From an optimization exercise on the open Yosys and OpenROAD flow, aimed at small area, a short achievable clock period and few clock cycles per item; shortcuts taken in it are not production practice. Function was checked by simulation only, so behaviour that the tests miss may differ from the original. Power is estimated from default activity; no workload was simulated.

==> design/flow/config.mk <==
export PLATFORM = sky130hd
export DESIGN_NAME = ycv32
export DESIGN_NICKNAME = ycv32
export VERILOG_FILES = /design/flow/design.v
export SDC_FILE = /design/flow/constraint.sdc
export NUM_CORES = 4
export LEC_CHECK = 0
export CAP_MARGIN = 20
export CORE_MARGIN = 2
export CORE_UTILIZATION = 55
export CTS_CLUSTER_DIAMETER = 80
export CTS_CLUSTER_SIZE = 20
export SETUP_SLACK_MARGIN = 3.5
export SLEW_MARGIN = 20
==> design/flow/constraint.sdc <==
create_clock -name core_clock -period 6.0 [get_ports {clk}]
set_input_delay 1.2000 -clock core_clock [delete_from_list [all_inputs] [get_ports {clk}]]
set_output_delay 1.2000 -clock core_clock [all_outputs]
set_load 0.01 [all_outputs]
==> design/flow/design.v <==
module ycv32_crc8 (
    input  wire [31:0] r_in,
    input  wire [7:0]  v,
    output reg  [31:0] r_out
);
    integer i;
    always @* begin
        r_out = r_in ^ {24'd0, v};
        for (i = 0; i < 8; i = i + 1) begin
            if (r_out[0])
                r_out = (r_out >> 1) ^ 32'hEDB88320;
            else
                r_out = r_out >> 1;
        end
    end
endmodule
module ycv32 (
    input  wire        clk,
    input  wire        rst,           
    input  wire        cmd_valid,
    output wire        cmd_ready,
    input  wire [39:0] cmd_data,      
    output reg         rsp_valid,
    input  wire        rsp_ready,
    output wire [39:0] rsp_data       
);
    localparam [1:0] PH_IDLE  = 2'd0;
    localparam [1:0] PH_BODY  = 2'd1;
    localparam [1:0] PH_DONE  = 2'd2;
    localparam [1:0] PH_FAULT = 2'd3;
    localparam [7:0] OP_SINIT   = 8'h01;
    localparam [7:0] OP_CFG     = 8'h02;
    localparam [7:0] OP_RDREG   = 8'h03;
    localparam [7:0] OP_PBEGIN  = 8'h10;
    localparam [7:0] OP_PBEGINM = 8'h11;
    localparam [7:0] OP_DATA    = 8'h12;
    localparam [7:0] OP_PEND    = 8'h13;
    localparam [7:0] OP_SEND    = 8'h14;
    localparam [7:0] OP_LDSIZEL = 8'h20;
    localparam [7:0] OP_LDSIZEH = 8'h21;
    localparam [7:0] OP_LDPCRC  = 8'h22;
    localparam [7:0] OP_LDCRC   = 8'h23;
    localparam [7:0] OP_CHKPART = 8'h24;
    localparam [3:0] E_ILLEGAL     = 4'h1;
    localparam [3:0] E_PROTO       = 4'h2;
    localparam [3:0] E_TRUNC       = 4'h3;
    localparam [3:0] E_PART_ORDER  = 4'h4;
    localparam [3:0] E_SIZE        = 4'h5;
    localparam [3:0] E_CRC_PART    = 4'h6;
    localparam [3:0] E_NO_PARTS    = 4'h7;
    localparam [3:0] E_CRC_SESS    = 4'h8;
    localparam [3:0] E_OVERFLOW    = 4'h9;
    localparam K_SINIT = 0, K_CFG = 1, K_RDREG = 2, K_PBEGIN = 3, K_PBEGINM = 4,
               K_DATA = 5, K_PEND = 6, K_SEND = 7, K_LDSIZEL = 8, K_LDSIZEH = 9,
               K_LDPCRC = 10, K_LDCRC = 11, K_CHKPART = 12, K_ILLEGAL = 13;
    reg        sieve_en;
    reg [1:0]  phase;
    reg [3:0]  cause;
    reg        esc_pend;
    reg        multipart;
    reg [31:0] crc_part_raw;
    reg [31:0] crc_sess_raw;
    reg [63:0] len;
    reg [31:0] parts;
    reg [31:0] part_num;
    reg [63:0] exp_size;
    reg [31:0] exp_pcrc;
    reg        exp_pcrc_v;
    reg [31:0] exp_crc;
    reg        exp_crc_v;
    reg        len_max;
    reg        parts_max;
    reg [7:0]  len_g;
    reg [3:0]  parts_g;
    reg        parts_zero;
    wire [7:0]  c_op  = cmd_data[39:32];
    wire [31:0] c_arg = cmd_data[31:0];
    wire c_hi24_z = (c_arg[31:8] == 24'd0);
    wire c_hi31_z = c_hi24_z & (c_arg[7:1] == 7'd0);
    wire c_zero   = c_hi31_z & ~c_arg[0];
    wire [13:0] c_kind;
    assign c_kind[K_SINIT]   = (c_op == OP_SINIT)   & c_zero;
    assign c_kind[K_CFG]     = (c_op == OP_CFG)     & c_hi31_z;
    assign c_kind[K_RDREG]   = (c_op == OP_RDREG)   & c_hi24_z & (c_arg[7:0] <= 8'h0C);
    assign c_kind[K_PBEGIN]  = (c_op == OP_PBEGIN)  & c_zero;
    assign c_kind[K_PBEGINM] = (c_op == OP_PBEGINM);
    assign c_kind[K_DATA]    = (c_op == OP_DATA)    & c_hi24_z;
    assign c_kind[K_PEND]    = (c_op == OP_PEND)    & c_zero;
    assign c_kind[K_SEND]    = (c_op == OP_SEND)    & c_zero;
    assign c_kind[K_LDSIZEL] = (c_op == OP_LDSIZEL);
    assign c_kind[K_LDSIZEH] = (c_op == OP_LDSIZEH);
    assign c_kind[K_LDPCRC]  = (c_op == OP_LDPCRC);
    assign c_kind[K_LDCRC]   = (c_op == OP_LDCRC);
    assign c_kind[K_CHKPART] = (c_op == OP_CHKPART);
    assign c_kind[K_ILLEGAL] = ~(|c_kind[12:0]);
    wire       c_is3d = (c_arg[7:0] == 8'h3D);
    wire [7:0] c_b42  = c_arg[7:0] - 8'd42;
    reg        rst_q;
    reg        rdy;
    reg        a_v;
    reg [13:0] a_kind;        
    reg        a_k2;          
    reg        c2;            
    reg [3:0]  err_q;         
    reg        ok2_q;         
    reg        val0_q;        
    reg [31:0] arg;
    reg        a_is3d;
    reg [7:0]  a_b42;
    reg        s_v;
    reg        s_disc;
    reg [3:0]  s_code;
    reg        s_view;
    reg [8:0]  s_val;         
    reg [12:0] vsel;          
    reg [36:0] r_d;           
    assign cmd_ready = rdy;
    assign rsp_data  = {1'b0, {3{r_d[36]}}, r_d[35:0]};
    wire hold2 = a_k2 & ~c2;                  
    wire go    = ~s_v & ~hold2;
    wire exec  = a_v & go;                    
    wire free  = ~rsp_valid | rsp_ready;      
    wire s_v_n = free ? 1'b0 : (s_v | exec);
    wire [13:0] k  = a_kind;
    wire ph_idle  = (phase == PH_IDLE);
    wire ph_body  = (phase == PH_BODY);
    wire ph_done  = (phase == PH_DONE);
    wire ph_fault = (phase == PH_FAULT);
    wire [31:0] crc_part_dig = ~crc_part_raw;
    wire [31:0] crc_sess_dig = ~crc_sess_raw;
    wire [31:0] view =
        ({32{vsel[0]}}  & {31'd0, sieve_en}) |
        ({32{vsel[1]}}  & {26'd0, exp_crc_v, exp_pcrc_v, multipart, esc_pend, phase}) |
        ({32{vsel[2]}}  & {28'd0, cause}) |
        ({32{vsel[3]}}  & part_num) |
        ({32{vsel[4]}}  & parts) |
        ({32{vsel[5]}}  & len[31:0]) |
        ({32{vsel[6]}}  & len[63:32]) |
        ({32{vsel[7]}}  & exp_size[31:0]) |
        ({32{vsel[8]}}  & exp_size[63:32]) |
        ({32{vsel[9]}}  & crc_part_dig) |
        ({32{vsel[10]}} & crc_sess_dig) |
        ({32{vsel[11]}} & exp_pcrc) |
        ({32{vsel[12]}} & exp_crc);
    wire       sv_emit = ~sieve_en | esc_pend | ~a_is3d;
    wire [7:0] sv_byte = ~sieve_en ? arg[7:0] :
                         esc_pend  ? {a_b42[7] ^ ~a_b42[6], ~a_b42[6], a_b42[5:0]} :
                                     a_b42;
    wire       sv_esc  = sieve_en ? (~esc_pend & a_is3d) : esc_pend;
    wire [31:0] crc_part_step;
    wire [31:0] crc_sess_step;
    ycv32_crc8 u_crc_part (.r_in(crc_part_raw), .v(sv_byte), .r_out(crc_part_step));
    ycv32_crc8 u_crc_sess (.r_in(crc_sess_raw), .v(sv_byte), .r_out(crc_sess_step));
    function [63:0] cmask64(input [63:0] x, input [7:0] g);
        integer j, i;
        reg       cj, pi;
        begin
            for (j = 0; j < 8; j = j + 1) begin
                cj = &(g | ~((8'd1 << j) - 8'd1));
                for (i = 0; i < 8; i = i + 1) begin
                    pi = &(x[j*8 +: 8] | ~((8'd1 << i) - 8'd1));
                    cmask64[j*8+i] = cj & pi;
                end
            end
        end
    endfunction
    function [31:0] cmask32(input [31:0] x, input [3:0] g);
        integer j, i;
        reg       cj, pi;
        begin
            for (j = 0; j < 4; j = j + 1) begin
                cj = &(g | ~((4'd1 << j) - 4'd1));
                for (i = 0; i < 8; i = i + 1) begin
                    pi = &(x[j*8 +: 8] | ~((8'd1 << i) - 8'd1));
                    cmask32[j*8+i] = cj & pi;
                end
            end
        end
    endfunction
    function [7:0] gnext64(input [63:0] x, input [7:0] g, input inc);
        integer j;
        begin
            for (j = 0; j < 8; j = j + 1)
                gnext64[j] = (inc & (&(g | ~((8'd1 << j) - 8'd1)))) ?
                             (x[j*8 +: 8] == 8'hFE) : g[j];
        end
    endfunction
    function [3:0] gnext32(input [31:0] x, input [3:0] g, input inc);
        integer j;
        begin
            for (j = 0; j < 4; j = j + 1)
                gnext32[j] = (inc & (&(g | ~((4'd1 << j) - 4'd1)))) ?
                             (x[j*8 +: 8] == 8'hFE) : g[j];
        end
    endfunction
    wire gate     = ~multipart | (parts == part_num);
    wire sess_bad = crc_sess_dig != exp_crc;
    wire size_bad = len != exp_size;
    wire pcrc_bad = exp_pcrc_v & (crc_part_dig != exp_pcrc);
    wire chk_bad  = arg != part_num;
    wire k_begin  = k[K_PBEGIN] | k[K_PBEGINM];
    wire k_ld     = k[K_LDSIZEL] | k[K_LDSIZEH] | k[K_LDPCRC] | k[K_LDCRC];
    wire k_body   = k_ld | k[K_PEND] | k[K_CHKPART];     
    wire r_cfg    = k[K_CFG] & ph_idle;
    wire r_begin  = k_begin & ph_idle;
    wire r_data   = k[K_DATA] & ph_body;
    wire r_pend   = k[K_PEND] & ph_body;
    wire r_send   = k[K_SEND] & ph_idle;
    wire ovf_data = sv_emit & len_max;
    wire ok_emit  = r_data & sv_emit & ~len_max;
    wire ok_data  = r_data & ~ovf_data;
    wire inc_parts = r_pend & ~parts_max;
    wire ok_pend  = k[K_PEND] & ok2_q;
    wire ok_send  = k[K_SEND] & ok2_q;
    reg [3:0] err1;
    always @* begin
        err1 = 4'd0;
        if (ph_fault)
            err1 = 4'd0;
        else if (k[K_ILLEGAL])
            err1 = E_ILLEGAL;
        else if ((k[K_CFG] | k_begin) & ~ph_idle)
            err1 = E_PROTO;
        else if (k[K_DATA])
            err1 = ~ph_body ? E_PROTO : ovf_data ? E_OVERFLOW : 4'd0;
        else if (k_ld & ~ph_body)
            err1 = E_PROTO;
    end
    reg [3:0] err2;
    always @* begin
        err2 = 4'd0;
        if (ph_fault)
            err2 = 4'd0;
        else if (k[K_SEND])
            err2 = ph_body ? E_TRUNC : ph_done ? E_PROTO :
                   parts_zero ? E_NO_PARTS :
                   (gate & exp_crc_v & sess_bad) ? E_CRC_SESS : 4'd0;
        else if (~ph_body)
            err2 = E_PROTO;
        else if (k[K_PEND])
            err2 = parts_max ? E_OVERFLOW : size_bad ? E_SIZE :
                   pcrc_bad ? E_CRC_PART : 4'd0;
        else if (chk_bad)
            err2 = E_PART_ORDER;
    end
    wire ok2   = ~ph_fault & (err2 == 4'd0);
    wire val02 = ok2 & (k[K_PEND] ? exp_pcrc_v : (gate & exp_crc_v));
    wire [3:0] err = a_k2 ? err_q : err1;
    wire x_err   = (err != 4'd0);
    wire x_disc  = ph_fault & ~(k[K_SINIT] | k[K_RDREG]) & a_v;
    wire        rd       = a_kind[K_RDREG];
    wire        data_val = ok_data & sv_emit;
    wire        val0     = a_k2 & val0_q;
    wire        res_disc = x_disc;
    wire [3:0]  res_code = x_disc ? 4'hF : err;
    wire [8:0]  res_lo   = {data_val, data_val ? sv_byte : 8'd0} | {8'd0, val0};
    wire [31:0] res_val  = rd ? view : {23'd0, res_lo};
    wire [36:0] s_rsp    = {s_disc, s_code, s_view ? view : {23'd0, s_val}};
    wire [3:0] vidx_n = s_v_n ? (s_v ? s_val[3:0] : arg[3:0]) :
                                (rdy ? c_arg[3:0] : arg[3:0]);
    wire clr_sess = rst_q | (k[K_SINIT] & go);    
    wire clr_part = clr_sess | (r_begin & go);    
    wire ld_go    = ph_body & go;
    wire [31:0] argz = arg & {32{~rst_q & ~a_kind[K_PBEGINM]}};
    always @(posedge clk) begin
        if (rst_q)
            sieve_en <= 1'b1;
        else if (r_cfg & go)
            sieve_en <= arg[0];
        if (clr_sess)
            phase <= PH_IDLE;
        else if (go) begin
            if (x_err)
                phase <= PH_FAULT;
            else if (r_begin)
                phase <= PH_BODY;
            else if (ok_pend)
                phase <= PH_IDLE;
            else if (ok_send)
                phase <= PH_DONE;
        end
        if (clr_sess)
            cause <= 4'd0;
        else if (x_err & go)
            cause <= err;
        if (clr_part)
            esc_pend <= 1'b0;
        else if (ok_data & go)
            esc_pend <= sv_esc;
        if (clr_sess)
            multipart <= 1'b0;
        else if (r_begin & a_kind[K_PBEGINM] & go)
            multipart <= 1'b1;
        if (clr_part | (ok_emit & go))
            crc_part_raw <= crc_part_step | {32{clr_part}};
        if (clr_sess | (ok_emit & go))
            crc_sess_raw <= crc_sess_step | {32{clr_sess}};
        len   <= (len ^ (cmask64(len, len_g) & {64{ok_emit & go}})) & {64{~clr_part}};
        len_g <= gnext64(len, len_g, ok_emit & go) & {8{~clr_part}};
        if (clr_part)
            len_max <= 1'b0;
        else if (ok_emit & go)
            len_max <= (&len[63:1]) & ~len[0];
        parts   <= (parts ^ (cmask32(parts, parts_g) & {32{inc_parts & go}})) & {32{~clr_sess}};
        parts_g <= gnext32(parts, parts_g, inc_parts & go) & {4{~clr_sess}};
        if (clr_sess) begin
            parts_max  <= 1'b0;
            parts_zero <= 1'b1;
        end else if (inc_parts & go) begin
            parts_max  <= (&parts[31:1]) & ~parts[0];
            parts_zero <= 1'b0;
        end
        if (clr_sess | (r_begin & go))
            part_num <= arg & {32{~rst_q}};
        if (clr_part | (k[K_LDSIZEL] & ld_go))
            exp_size[31:0] <= argz;
        if (clr_part | (k[K_LDSIZEH] & ld_go))
            exp_size[63:32] <= argz;
        if (clr_part | (k[K_LDPCRC] & ld_go))
            exp_pcrc <= argz;
        if (clr_part)
            exp_pcrc_v <= 1'b0;
        else if (k[K_LDPCRC] & ld_go)
            exp_pcrc_v <= 1'b1;
        if (clr_sess | (k[K_LDCRC] & ld_go))
            exp_crc <= argz;
        if (clr_sess)
            exp_crc_v <= 1'b0;
        else if (k[K_LDCRC] & ld_go)
            exp_crc_v <= 1'b1;
    end
    wire c_k2   = c_kind[K_PEND] | c_kind[K_SEND] | c_kind[K_CHKPART];
    wire a_v_n  = rdy ? cmd_valid : a_v;
    wire a_k2_n = rdy ? (cmd_valid & c_k2) : a_k2;
    wire c2_n   = ~rdy & (c2 | a_k2);
    always @(posedge clk) begin
        rst_q <= rst;
        if (rst) begin
            rdy       <= 1'b0;
            a_v       <= 1'b0;
            a_k2      <= 1'b0;
            c2        <= 1'b0;
            a_kind    <= 14'd0;
            s_v       <= 1'b0;
            rsp_valid <= 1'b0;
        end else begin
            rdy       <= ~(a_v_n & (s_v_n | (a_k2_n & ~c2_n)));
            a_v       <= a_v_n;
            a_k2      <= a_k2_n;
            c2        <= c2_n;
            s_v       <= s_v_n;
            if (rdy)
                a_kind <= c_kind & {14{cmd_valid}};
            if (free)
                rsp_valid <= s_v | exec;
        end
    end
    always @(posedge clk) begin
        if (rdy) begin
            arg    <= c_arg;
            a_is3d <= c_is3d;
            a_b42  <= c_b42;
        end
        vsel <= 13'd1 << vidx_n;     
        if (hold2) begin
            err_q  <= err2;
            ok2_q  <= ok2;
            val0_q <= val02;
        end
        if (exec) begin
            s_disc <= res_disc;
            s_code <= res_code;
            s_view <= rd;
            s_val  <= rd ? {5'd0, arg[3:0]} : res_lo;
        end
        r_d <= ((s_v ? s_rsp : {res_disc, res_code, res_val}) & {37{free}}) |
               (r_d & {37{~free}});
    end
endmodule
==> design/flow/flow/run.sh <==
#!/bin/bash
# The standard layout (the standard.sh: standard synthesis, then ORFS to
# finish), with one change: the buffers that global placement puts on every
# input and output port are sky130_fd_sc_hd__buf_4 cells instead of the
# delay-buffer cell buffer_ports picks on its own.
# make's full output goes to flow_make.log in the folder this runs in; each
# ORFS step also keeps its own log under orfs/logs/.
set -euo pipefail
bash standard.sh "BUFFER_PORTS_ARGS=-buffer_cell sky130_fd_sc_hd__buf_4" finish > flow_make.log 2>&1
==> design/flow/standard.sh <==
#!/bin/bash
# synth_recipe.tcl (not shown) runs the flow's synth.tcl, then flattens the netlist and writes it again
# the make line also repeats each setting of config.mk as NAME=value (left out here)
make -C /OpenROAD-flow-scripts/flow DESIGN_CONFIG=/design/flow/config.mk WORK_HOME=/design/flow/orfs CLKGATE_MAP_FILE= SYNTH_SCRIPT=/design/flow/synth_recipe.tcl "${@:-finish}"
==> summary.txt, run 1 <==
Worst slew pin tran = 1.02 ns
Max_cap viols = 0
WHS Path Cells = 1
CTS max path bufs = 3
Post-synthesis register bit count = 475
Area Growth Syn to Fin = 17.5%
Worst reg2reg startpoint = exp_size[35]$_DFFE_PP_
Ys async rst share = 0%
Outcome = complete, no violations
Commonest non-fill, non-tap cell in the layout = edfxtp_1
Die W = 210 um
Syn Nets = 2123
DR iter-0 viols = 2568
Final worst-path cycle share = 45.1%
Syn Area/Cell = 11.2 sq um
CTS sink cnt = 475
GP Congestion = 0.981
Avg WL per Cell = 29.6 um
Detail Route Antenna Nets = 0
Setup TNS = 0 ns
Most frequent cells in the layout = 322 x edfxtp_1, 211 x nand2_1, 191 x xnor2_1
Largest net degree at the start of global routing = 73
Root Buffer = clkbuf_16
Fraction of layout cells with a size suffix above 1 = 18.8%
Worst setup slack after layout = 3.29 ns
Rows = 75
First-pass GRT wire length = 116 mm
Hold crit path type = reg2reg
Top FF cell, synth = edfxtp_1
Post-synth EDFFs = 322
H-tree Lvls = 1
Hold_buf cts = 0
Initial antenna violation count = 0
Final Critical Period = 2.71 ns
CP max FO = 3
Hpwl dp = 58.7 mm
Router iterations before antenna repair = 5
CTS tree = built
Clock slew seen by the registers of the worst setup and hold paths = 0.09 ns
Placed inst area = 0.0244 sq mm
Fin Clk Skew = 0.0182 ns
Unrepaired setup endpoints after global routing = true
Setup Viol. Count Final = 0
WP data required = 6.42 ns
Via count = 17801
CTS Buf Count = 31
Arr. time, crit path = 3.13 ns
Initial Utilization = 55.6%
Fin cells = 2783
Slew HR = 32.3%
Max Clk Rate = 370 MHz
Grt ovf = 0
Placement Setup Slack = 2.21 ns
Pwr dens = 388 mW/mm^2
Cell count after placement = 2612
Fin. Hold Viols = 0
IO Port Bufs = 84
Number of library cell types mapped by synthesis = 77
Number of global-route vias before repair = 16580
Internal = 0.00704 W
Die H = 210 um
Seq pwr share = 41.8%
Register area share after synthesis = 54.7%
P_sw = 0.00356 W
Mapped cell area = 0.0233 sq mm
Critical path endpoint category = register
Overall global routing resource usage = 36.9%
Die footprint = 0.0440 sq mm
Drt total wl = 82.3 mm
Fin nets = 2267
Sw frac = 33.6%
Final instance area = 0.0273 sq mm
Worst reg2reg setup slack = 3.29 ns
Max VDD drop = 0.000281 V
Yosys warns = 2
Clk network pwr share = 22.1%
Routed vias/inst = 6.40
Clock latency (worst-skew pair) = 0.63 ns
FF-to-FF End = val0_q$_DFFE_PP_
WS Path Type = reg2reg
Core Box Area = 0.0419 sq mm
Final Max Slew Viols = 0
R2R cell count = 8
Worst min-delay path startpoint = c2$_SDFF_PP0_
Total leakage power = 9.54 nW
Remaining DRCs = 0
Worst Hold Endpoint = c2$_SDFF_PP0_
Comb pwr share = 36.0%
Synthesized instance count = 2075
Worst setup SP type = register
Design Power = 0.0106 W
IO Count = 86
critical path: stages, from the launching register on:
cell and delay, ns:
edfxtp_1 0.49, xnor2_2 0.28, nand4_1 0.17, nor4_2 0.33, nand4_1 0.16, buf_6 0.18, a41o_1 0.20, or3b_1 0.39
nor4bb_1 0.31
synth_stat cells, types with 33 or more instances:
cell type  count  share of area (%)
edfxtp_1     322                 42
xnor2_1      220                8.3
nand2_1      217                3.5
xor2_1       180                6.8
nor2_1       166                2.7
dfxtp_1      153                 13
clkbuf_1      90                1.5
o21ai_0       87                1.9
a221oi_1      67                2.5
nand4_1       58                1.6
nand3_1       49                1.1
a21oi_1       41               0.88
nor2b_1       40                1.1
and2_1        38                1.0
a31oi_1       35               0.94
a22oi_1       33                1.1
nor3_1        33               0.71
nor4_1        33               0.89
logic make-up after synthesis:
group	after synthesis	synth area share [%]
and+or+nand+nor	712	14.9
buffers and inverters	126	2.22
AOI/OAI and AO/OA	310	9.07
other	1	0.0161
DFF	475	54.7
adders and majority gates	5	0.258
xor gates and xnor gates	432	17.9
muxes	14	0.947
state kept, by name, summed over array words and instances, names as in the netlist, 32 cells and up, named ones only:
name / cells
exp_pcrc: 32
len: 64
exp_size: 64
part_num: 32
crc_part_raw: 32
crc_sess_raw: 32
parts: 32
exp_crc: 32
power by group through the flow:
stage | clock, W | combinational, W | sequential, W
2_1_floorplan | 0 | 0.00237 | 0.00427
3_3_place_gp | 0 | 0.00289 | 0.00457
3_5_place_dp | 0 | 0.00291 | 0.00457
4_1_cts | 0.00235 | 0.00350 | 0.00443
5_1_grt | 0.00245 | 0.00404 | 0.00444
6_report | 0.00235 | 0.00382 | 0.00443
layer usage:
metal  wire [um]  vias to the layer above  track usage (%)  share of wire, %
met5           0                        -                0                 0
met4        5500                        0             18.6               6.7
met2       35600                     1045             55.2                43
met3        8540                      209             6.51                10
met1       32700                     8831             51.9                40
li1            -                     7716                -                 -
stage by stage:
| stage | hold slack, ns | util, % |
|---|---|---|
| after floorplan | 0.419 | - |
| after global placement | 0.429 | 58.2 |
| after detailed placement | 0.433 | 58.2 |
| after CTS | 0.453 | 63.8 |
| after global routing | 0.481 | 65.3 |
| final | 0.452 | 65.3 |
worst max-delay path by stage:
| stage | from | to | cells past startpoint |
|---|---|---|---|
| finish | exp_size[35]$_DFFE_PP_ | val0_q$_DFFE_PP_ | 8 |
| global route | crc_sess_raw[29]$_DFFE_PP_ | val0_q$_DFFE_PP_ | 8 |
| CTS | rsp_ready | register | 3 |
| detailed placement | a_k2$_SDFF_PP0_ | part_num[3]$_DFFE_PN_ | 10 |
| global placement | a_k2$_SDFF_PP0_ | part_num[3]$_DFFE_PN_ | 10 |
| floorplan | rsp_ready | vsel[12]$_SDFF_PN0_ | 7 |
layout make-up:
cell class | instances | area, sq um
Multi-Input combinational cell | 1474 | 10800
Inverter | 22 | 116
Timing Repair inverter | 1 | 7.51
Antenna cell | 1 | 2.50
Timing Repair Buffer | 214 | 1930
Clock buffer | 46 | 866
Clock inverter | 11 | 173
Sequential cell | 475 | 12800
Fill cell | 3241 | 14500
Tap cell | 539 | 674
timing repair:
item | 4_1_cts | 5_1_grt
gates cloned | 3 | 1
pin swaps | 52 | 45
buffers inserted | 82 | 27
setup endpoints to repair | 436 | 218
hold endpoints to repair | 0 | 0
resized for setup | 79 | 67
Testbench counts, summed over its fixed seeds: cycles 24,718, items 24,267.
==> run 2: changes to the inputs <==
--- a/design/flow/design.v
+++ b/design/flow/design.v
@@ -101,9 +101,11 @@
     reg [13:0] a_kind;        
     reg        a_k2;          
     reg        c2;            
-    reg [3:0]  err_q;         
-    reg        ok2_q;         
-    reg        val0_q;        
+    reg [3:0]  eq_size;       
+    reg [1:0]  eq_pcrc;       
+    reg [1:0]  eq_sess;       
+    reg [1:0]  eq_parts;      
+    reg [1:0]  eq_chk;        
     reg [31:0] arg;
     reg        a_is3d;
     reg [7:0]  a_b42;
@@ -193,11 +195,21 @@
                              (x[j*8 +: 8] == 8'hFE) : g[j];
         end
     endfunction
-    wire gate     = ~multipart | (parts == part_num);
-    wire sess_bad = crc_sess_dig != exp_crc;
-    wire size_bad = len != exp_size;
-    wire pcrc_bad = exp_pcrc_v & (crc_part_dig != exp_pcrc);
-    wire chk_bad  = arg != part_num;
+    function [3:0] eq16x4(input [63:0] a, input [63:0] b);
+        integer j;
+        for (j = 0; j < 4; j = j + 1)
+            eq16x4[j] = (a[j*16 +: 16] == b[j*16 +: 16]);
+    endfunction
+    function [1:0] eq16x2(input [31:0] a, input [31:0] b);
+        integer j;
+        for (j = 0; j < 2; j = j + 1)
+            eq16x2[j] = (a[j*16 +: 16] == b[j*16 +: 16]);
+    endfunction
+    wire gate     = ~multipart | (&eq_parts);
+    wire sess_bad = ~(&eq_sess);
+    wire size_bad = ~(&eq_size);
+    wire pcrc_bad = exp_pcrc_v & ~(&eq_pcrc);
+    wire chk_bad  = ~(&eq_chk);
     wire k_begin  = k[K_PBEGIN] | k[K_PBEGINM];
     wire k_ld     = k[K_LDSIZEL] | k[K_LDSIZEH] | k[K_LDPCRC] | k[K_LDCRC];
     wire k_body   = k_ld | k[K_PEND] | k[K_CHKPART];     
@@ -210,8 +222,8 @@
     wire ok_emit  = r_data & sv_emit & ~len_max;
     wire ok_data  = r_data & ~ovf_data;
     wire inc_parts = r_pend & ~parts_max;
-    wire ok_pend  = k[K_PEND] & ok2_q;
-    wire ok_send  = k[K_SEND] & ok2_q;
+    wire ok_pend  = k[K_PEND] & ok2;
+    wire ok_send  = k[K_SEND] & ok2;
     reg [3:0] err1;
     always @* begin
         err1 = 4'd0;
@@ -245,12 +257,12 @@
     end
     wire ok2   = ~ph_fault & (err2 == 4'd0);
     wire val02 = ok2 & (k[K_PEND] ? exp_pcrc_v : (gate & exp_crc_v));
-    wire [3:0] err = a_k2 ? err_q : err1;
+    wire [3:0] err = a_k2 ? err2 : err1;
     wire x_err   = (err != 4'd0);
     wire x_disc  = ph_fault & ~(k[K_SINIT] | k[K_RDREG]) & a_v;
     wire        rd       = a_kind[K_RDREG];
     wire        data_val = ok_data & sv_emit;
-    wire        val0     = a_k2 & val0_q;
+    wire        val0     = a_k2 & val02;
     wire        res_disc = x_disc;
     wire [3:0]  res_code = x_disc ? 4'hF : err;
     wire [8:0]  res_lo   = {data_val, data_val ? sv_byte : 8'd0} | {8'd0, val0};
@@ -362,11 +374,11 @@
             a_b42  <= c_b42;
         end
         vsel <= 13'd1 << vidx_n;     
-        if (hold2) begin
-            err_q  <= err2;
-            ok2_q  <= ok2;
-            val0_q <= val02;
-        end
+        eq_size  <= eq16x4(len, exp_size);
+        eq_pcrc  <= eq16x2(crc_part_dig, exp_pcrc);
+        eq_sess  <= eq16x2(crc_sess_dig, exp_crc);
+        eq_parts <= eq16x2(parts, part_num);
+        eq_chk   <= eq16x2(arg, part_num);
         if (exec) begin
             s_disc <= res_disc;
             s_code <= res_code;
==> run 2 against run 1 <==
Compared with the run above: register-to-register slack improved by 0.21 ns; die area rose by 0.28%; non-clock buffer count fell by 29; global-route usage fell by 3.3 points; utilization fell by 1.0 points; fmax rose by 8.2%; largest cell class unchanged; highest routed layer unchanged.
==> summary.txt, run 2 <==
Router iterations before antenna repair = 5
Top flop regs = exp_size (64), len (64)
Max VDD drop = 0.000357 V
Worst reg2reg setup slack = 3.50 ns
Pwr dens = 384 mW/mm^2
Area share of the largest cell type after synthesis = 40.7%
Slowest cell delay on critical path = 0.41 ns
Top FF cell, synth = edfxtp_1
Top cells by area, synth = edfxtp_1 41%, dfxtp_1 14%, xnor2_1 9.5%
Worst setup SP type = register
Fraction of layout cells with a size suffix above 1 = 16.0%
Synthesized instance count = 2094
Number of global-route vias before repair = 16362
H-tree Lvls = 2
CP max FO = 7
Initial Utilization = 55.6%
Syn Area/Cell = 11.1 sq um
Slew HR = 34.7%
Max_cap viols = 0
Ys async rst share = 0%
Post-synthesis register bit count = 481
Die footprint = 0.0441 sq mm
Critical path endpoint category = register
Yosys warns = 2
Clock latency (worst-skew pair) = 0.57 ns
CTS tree = built
Fin. Hold Viols = 0
Hpwl dp = 54.1 mm
IO Port Bufs = 84
Overall global routing resource usage = 33.6%
Area Growth Syn to Fin = 15.6%
Outcome = complete, no violations
Remaining DRCs = 0
DR iter-0 viols = 2157
Initial antenna violation count = 0
Total leakage power = 9.18 nW
Final Critical Period = 2.50 ns
Grt ovf = 0
Die H = 210 um
Avg WL per Cell = 26.7 um
Fin Clk Skew = 0.0192 ns
Largest net degree at the start of global routing = 78
CTS Buf Count = 34
Root Buffer = clkbuf_16
WP data required = 6.30 ns
Final Max Slew Viols = 0
Mapped cell area = 0.0233 sq mm
Crit path max-delay family = XOR/XNOR gates
Drt total wl = 74.3 mm
CTS sink cnt = 481
Worst Path Buf+Inv = 2
Hold crit path type = reg2reg
First-pass GRT wire length = 108 mm
Routed vias/inst = 6.23
Slowest library cell on the worst path = xor3_2
Die W = 210 um
Unrepaired setup endpoints after global routing = true
WS Path Type = reg2reg
Via count = 17299
M3 GR Usage = 11.6%
Final core utilization = 64.3%
Core Box Area = 0.0419 sq mm
Met2 usage = 47.5%
GRT busiest layer = met1
Setup TNS = 0 ns
Critical path cell sequence = buf_12 -> mux2i_4 -> buf_12 -> xnor2_4 -> xor3_2 -> xnor2_4 -> xor2_2 -> xnor2_1 -> nand2_1
Rows = 75
Arr. time, crit path = 2.80 ns
Hold_buf cts = 0
Commonest non-fill, non-tap cell in the layout = edfxtp_1
Most frequent cells in the layout = 316 x edfxtp_1, 247 x xnor2_1, 215 x nand2_1
Final worst-path cycle share = 41.7%
Max Clk Rate = 400 MHz
Grt met1 use = 48.7%
Register area share after synthesis = 54.8%
IO Count = 86
Syn Nets = 2142
Worst slew pin tran = 0.979 ns
Area leader, netlist = edfxtp_1
CTS max path bufs = 3
Detail Route Antenna Nets = 0
GP Congestion = 0.945
Post-synth EDFFs = 316
Most common library cells after synthesis = 316 x edfxtp_1, 254 x xnor2_1, 220 x nand2_1, 166 x nor2_1, 165 x dfxtp_1
Clock slew seen by the registers of the worst setup and hold paths = 0.08 ns
Final instance area = 0.0270 sq mm
Setup Viol. Count Final = 0
Fin nets = 2260
Number of library cell types mapped by synthesis = 80
Top-count cell post-synth = edfxtp_1
Placed inst area = 0.0244 sq mm
[run 2: cell types whose count changed after synthesis, sizes merged, moves of 6 or more]
cell	delta
nand3	-6
nand3b	-6
clkbuf	-11
xnor2	+29
inv	+6
xor2	-27
a21oi	+6
edfxtp	-6
nand4	+10
buf	+11
dfxtp	+12
a22oi	+10
or3	+6
[run 2: stage by stage]
step	cells	total power (W)	hold slack [ns]	worst slack, ns
CTS	2732	0.0101	0.509	3.45
global route	2777	0.0108	0.537	3.40
floorplan	2094	0.00670	0.406	3.10
detailed placement	2636	0.00741	0.495	2.15
global placement	2635	0.00736	0.469	2.26
finish	2778	0.0104	0.512	3.50
[run 2: repair_timing]
action	CTS	global route
cloned	1	1
endpoints found under the setup margin	408	270
resized for setup	64	47
pin swaps	11	37
setup buffers	33	44
[run 2: logic make-up after synthesis]
kind of cell,share of synthesized area (%)
fa+ha+maj,0.215
simple gates,14.9
buf+inv,2.36
other cells,0.0161
mux,0.912
flops,54.8
compound gates,9.16
xor+xnor,17.6
[run 2: power breakdown]
group          internal, W  switching [W]
logic              0.00171        0.00161
clock network      0.00134        0.00123
registers          0.00400       0.000472
total              0.00706        0.00331
[run 2: area by class of cell]
| type | count | area, sq um |
|---|---|---|
| Clock buffer | 53 | 1130 |
| Fill cell | 3334 | 15000 |
| Multi-Input combinational cell | 1482 | 10500 |
| Clock inverter | 9 | 93.8 |
| Inverter | 28 | 121 |
| Antenna cell | 1 | 2.50 |
| Timing Repair Buffer | 185 | 1620 |
| Sequential cell | 481 | 12800 |
| Tap cell | 539 | 674 |
[run 2: path summary, 6_finish.rpt]
check        cells past startpoint                    endpoint                    from
max reg2reg                      9  crc_sess_raw[20]$_DFFE_PP_   sieve_en$_SDFFE_PP1P_
max                              9  crc_sess_raw[20]$_DFFE_PP_   sieve_en$_SDFFE_PP1P_
min reg2reg                      2      a_kind[1]$_SDFFE_PP0P_  a_kind[1]$_SDFFE_PP0P_
min                              2      a_kind[1]$_SDFFE_PP0P_  a_kind[1]$_SDFFE_PP0P_
[run 2: metal layers]
layer,share of wire [%],vias to the layer above
met5,0,-
met4,2.6,0
met3,13,113
met2,43,941
met1,42,8531
li1,-,7714
[run 2: tightest hold or removal path, cell delays in order (launching register included)]
cell     delay (ns)
dfxtp_1        0.35
nand2_1        0.07
a21oi_1        0.05
Testbench counts of run 2, summed over its fixed seeds: cycles 24,718, items 24,267.
==> run 3: changes to the inputs <==
==> design/flow/flow/run.sh (replaced) <==
#!/bin/bash
# The standard layout (the standard.sh: standard synthesis, then ORFS to
# finish), with one change: the buffers that global placement puts on every
# input and output port are sky130_fd_sc_hd__buf_2 cells instead of the
# delay-buffer cell buffer_ports picks on its own.
# make's full output goes to flow_make.log in the folder this runs in; each
# ORFS step also keeps its own log under orfs/logs/.
set -euo pipefail
bash standard.sh "BUFFER_PORTS_ARGS=-buffer_cell sky130_fd_sc_hd__buf_2" finish > flow_make.log 2>&1
--- a/design/flow/config.mk
+++ b/design/flow/config.mk
@@ -10,5 +10,5 @@
 export CORE_UTILIZATION = 55
 export CTS_CLUSTER_DIAMETER = 80
 export CTS_CLUSTER_SIZE = 20
-export SETUP_SLACK_MARGIN = 3.5
+export SETUP_SLACK_MARGIN = 3.65
 export SLEW_MARGIN = 20
==> run 3 against run 2 <==
Compared with the run above: setup slack gained 0.070 ns; utilization increased by 0.73 points; still clean on timing, DRC and antenna; critical path depth down 7; synthesized cell count unchanged; synthesized area is the same; wire length grew 2.4%; power increased by 1.6%; register-to-register slack improved by 0.07 ns; worst hold slack worse by 0.018 ns.
==> summary.txt, run 3 <==
Fraction of layout cells with a size suffix above 1 = 18.6%
CP max FO = 2
Grt met1 use = 49.8%
Worst Path Buf+Inv = 2
Max VDD drop = 0.000291 V
Area Growth Syn to Fin = 17.0%
Synthesized instance count = 2094
Final instance area = 0.0273 sq mm
Number of library cell types mapped by synthesis = 80
Area share of the largest cell type after synthesis = 40.7%
Yosys warns = 2
Routed vias/inst = 6.24
Avg WL per Cell = 27.1 um
Top flop regs = exp_size (64), len (64)
Number of global-route vias before repair = 16258
Clock latency (worst-skew pair) = 0.63 ns
CTS sink cnt = 481
Area leader, netlist = edfxtp_1
Router iterations before antenna repair = 8
Core Box Area = 0.0419 sq mm
Die W = 210 um
Worst reg2reg startpoint = sieve_en$_SDFFE_PP1P_
Slowest library cell on the worst path = dfxtp_4
IO Count = 86
Root Buffer = clkbuf_16
Detail Route Antenna Nets = 0
Final Critical Period = 2.43 ns
Grt ovf = 0
Fin. Hold Viols = 0
Overall global routing resource usage = 33.2%
Critical path cell sequence = buf_12 -> buf_6
Hold crit path type = reg2reg
GP Congestion = 0.959
Syn Area/Cell = 11.1 sq um
Post-synth EDFFs = 316
WHS Path Cells = 2
Setup TNS = 0 ns
Via count = 17502
Arr. time, crit path = 1.23 ns
Worst setup slack after layout = 3.57 ns
WS Path Type = reg2out
Top FF cell, synth = edfxtp_1
Remaining DRCs = 0
Worst min-delay path startpoint = parts_zero$_SDFFE_PN1P_
Unrepaired setup endpoints after global routing = true
Initial antenna violation count = 1
Largest net degree at the start of global routing = 45
FF-to-FF End = crc_part_raw[23]$_DFFE_PP_
Comb pwr share = 35.8%
Ys async rst share = 0%
Total leakage power = 9.31 nW
Worst Hold Endpoint = parts_zero$_SDFFE_PN1P_
Commonest non-fill, non-tap cell in the layout = edfxtp_1
R2R cell count = 8
IO Port Bufs = 84
Drt total wl = 76.1 mm
Pwr dens = 386 mW/mm^2
Met2 usage = 48.5%
Crit path max-delay family = flip-flops
Final worst-path cycle share = 40.5%
Sw frac = 33.2%
CTS max path bufs = 3
H-tree Lvls = 1
Final Max Slew Viols = 0
Clock slew seen by the registers of the worst setup and hold paths = 0.08 ns
Top cells by area, synth = edfxtp_1 41%, dfxtp_1 14%, xnor2_1 9.5%
Fill count = 3261
DR iter-0 viols = 2425
Initial Utilization = 55.6%
Max_cap viols = 0
CTS tree = built
Mapped cell area = 0.0233 sq mm
GRT busiest layer = met1
Slew HR = 35.2%
Placement Setup Slack = 2.37 ns
Hpwl dp = 53.2 mm
Most frequent cells in the layout = 316 x edfxtp_1, 230 x xnor2_1, 208 x nand2_1
Internal = 0.00703 W
Final hold slack = 0.494 ns
Worst reg2reg setup slack = 3.57 ns
Rows = 75
Clk network pwr share = 21.6%
P_sw = 0.00350 W
Worst setup SP type = register
Setup Viol. Count Final = 0
Die H = 210 um
Outcome = complete, no violations
Most common library cells after synthesis = 316 x edfxtp_1, 254 x xnor2_1, 220 x nand2_1, 166 x nor2_1, 165 x dfxtp_1
Die footprint = 0.0441 sq mm
Syn Nets = 2142
Seq pwr share = 42.6%
WP data required = 4.80 ns
Top-count cell post-synth = edfxtp_1
First-pass GRT wire length = 107 mm
Placed inst area = 0.0242 sq mm
Fin nets = 2289
Design Power = 0.0105 W
Max Clk Rate = 411 MHz
Slowest cell delay on critical path = 0.36 ns
Post-synthesis register bit count = 481
M3 GR Usage = 9.27%
Register area share after synthesis = 54.8%
Critical path endpoint category = primary output
Worst slew pin tran = 0.973 ns
CTS Buf Count = 31
Fin Clk Skew = 0.0262 ns
==> run 3: cell counts after synthesis <==
Identical to the previous run, type by type.
==> run 3: logic make-up (layout without fill, tap and decap cells) <==
kind of cell    count (synthesis)  in the layout  synth area share (%)
other cells                     1              2                0.0161
mux                            15             15                 0.912
flops                         481            481                  54.8
fa+ha+maj                       4              4                 0.215
simple gates                  712            715                  14.9
buf+inv                       132            300                  2.36
compound gates                317            317                  9.16
xor+xnor                      432            432                  17.6
==> run 3: per-stage QoR <==
stage          utilization, %  instances
2_1_floorplan               -       2094
3_3_place_gp             57.8       2632
3_5_place_dp             57.8       2632
4_1_cts                  63.0       2751
5_1_grt                  65.0       2804
6_report                 65.0       2805
==> run 3: area by class of cell <==
cell class / count / area, sq um / share of cell area (%)
repair inverters: 2 / 20.0 / 0.0734
inverters: 28 / 121 / 0.445
multi-input cells: 1484 / 11000 / 40.1
well taps: 539 / 674 / 2.47
flip-flops and latches: 481 / 12800 / 47.0
repair buffers: 213 / 1700 / 6.23
diodes: 1 / 2.50 / 0.00917
clock buffers: 46 / 877 / 3.21
clock inverters: 11 / 121 / 0.445
==> run 3: worst max path at each step <==
stage	start	to	slack [ns]	depth (start not counted)
2_1_floorplan	rsp_ready	vsel[12]$_SDFF_PN0_	3.10	7
3_3_place_gp	cmd_data[21]	a_k2$_SDFF_PP0_	2.46	8
3_5_place_dp	s_v$_SDFF_PP0_	part_num[14]$_DFFE_PN_	2.37	6
4_1_cts	rdy$_SDFF_PP0_	cmd_ready	3.54	2
5_1_grt	sieve_en$_SDFFE_PP1P_	len[43]$_DFF_P_	3.46	10
6_report	rdy$_SDFF_PP0_	cmd_ready	3.57	2
==> run 3: worst register-to-register path: cells and delay by family (launching register included) <==
kind,cells,cell delay (ns)
multiplexers,1,0.21
XOR/XNOR,4,1.12
flip-flops,1,0.40
AND/OR/NAND/NOR,1,0.07
buffers and inverters,2,0.39
==> run 3: what timing repair did <==
action | 4_1_cts | 5_1_grt
setup buffers | 59 | 48
pin swaps | 32 | 48
gates resized for setup | 95 | 90
gates cloned | 3 | 5
setup endpoints to repair | 479 | 360
endpoints found under the hold margin | 0 | 0
hold buffers | 0 | 0
==> run 3: routing by layer <==
metal	wire length (um)	up-vias
li1	-	7782
met1	32000	8654
met2	32800	959
met3	9560	105
met4	1700	2
met5	14	-
==> run 3: power groups by stage <==
| stage | registers [W] | logic [W] | clock network, W |
|---|---|---|---|
| 6_report | 0.00448 | 0.00377 | 0.00228 |
| 5_1_grt | 0.00450 | 0.00401 | 0.00241 |
| 4_1_cts | 0.00447 | 0.00327 | 0.00230 |
| 3_5_place_dp | 0.00453 | 0.00285 | 0 |
| 3_3_place_gp | 0.00453 | 0.00283 | 0 |
| 2_1_floorplan | 0.00432 | 0.00239 | 0 |

-- what the ideal ports hide --
The results above use ideal ports. As a check the final layouts listed here were re-extracted and re-timed, cells and wires unchanged.
Step 1: set_driving_cell puts a clkbuf_16 on clk and a buf_2 on each other input, an assumption about the parent block.
Step 2 adds t to the input delays and takes it off the output delays; t is the mean of the earliest and latest rising clock arrival at the registers after step 1. Input paths then give back, and output paths get back, about the clock's delay inside the block.
Slacks: ideal / step 1 / step 2; pairs: ideal / step 1.
| run | t (ns) | slack for setup (ns) | worst setup path after step 2 | worst register clock-pin slew, ns | worst data-port slew with drivers (ns) |
|---|---|---|---|---|---|
| run 1 | 0.675 | 3.294 / 3.294 / 2.882 | input to register | 0.10 / 0.10 | 0.04 |
| run 2 | 0.615 | 3.499 / 3.472 / 3.003 | input to register | 0.09 / 0.09 | 0.06 |
| run 3 | 0.675 | 3.569 / 3.510 / 3.104 | input to register | 0.09 / 0.09 | 0.04 |
After both steps setup and hold are still met in every run listed. The setup slack of run 2, which loses most, moves by -0.027 ns with the drivers and by -0.496 ns with both steps.
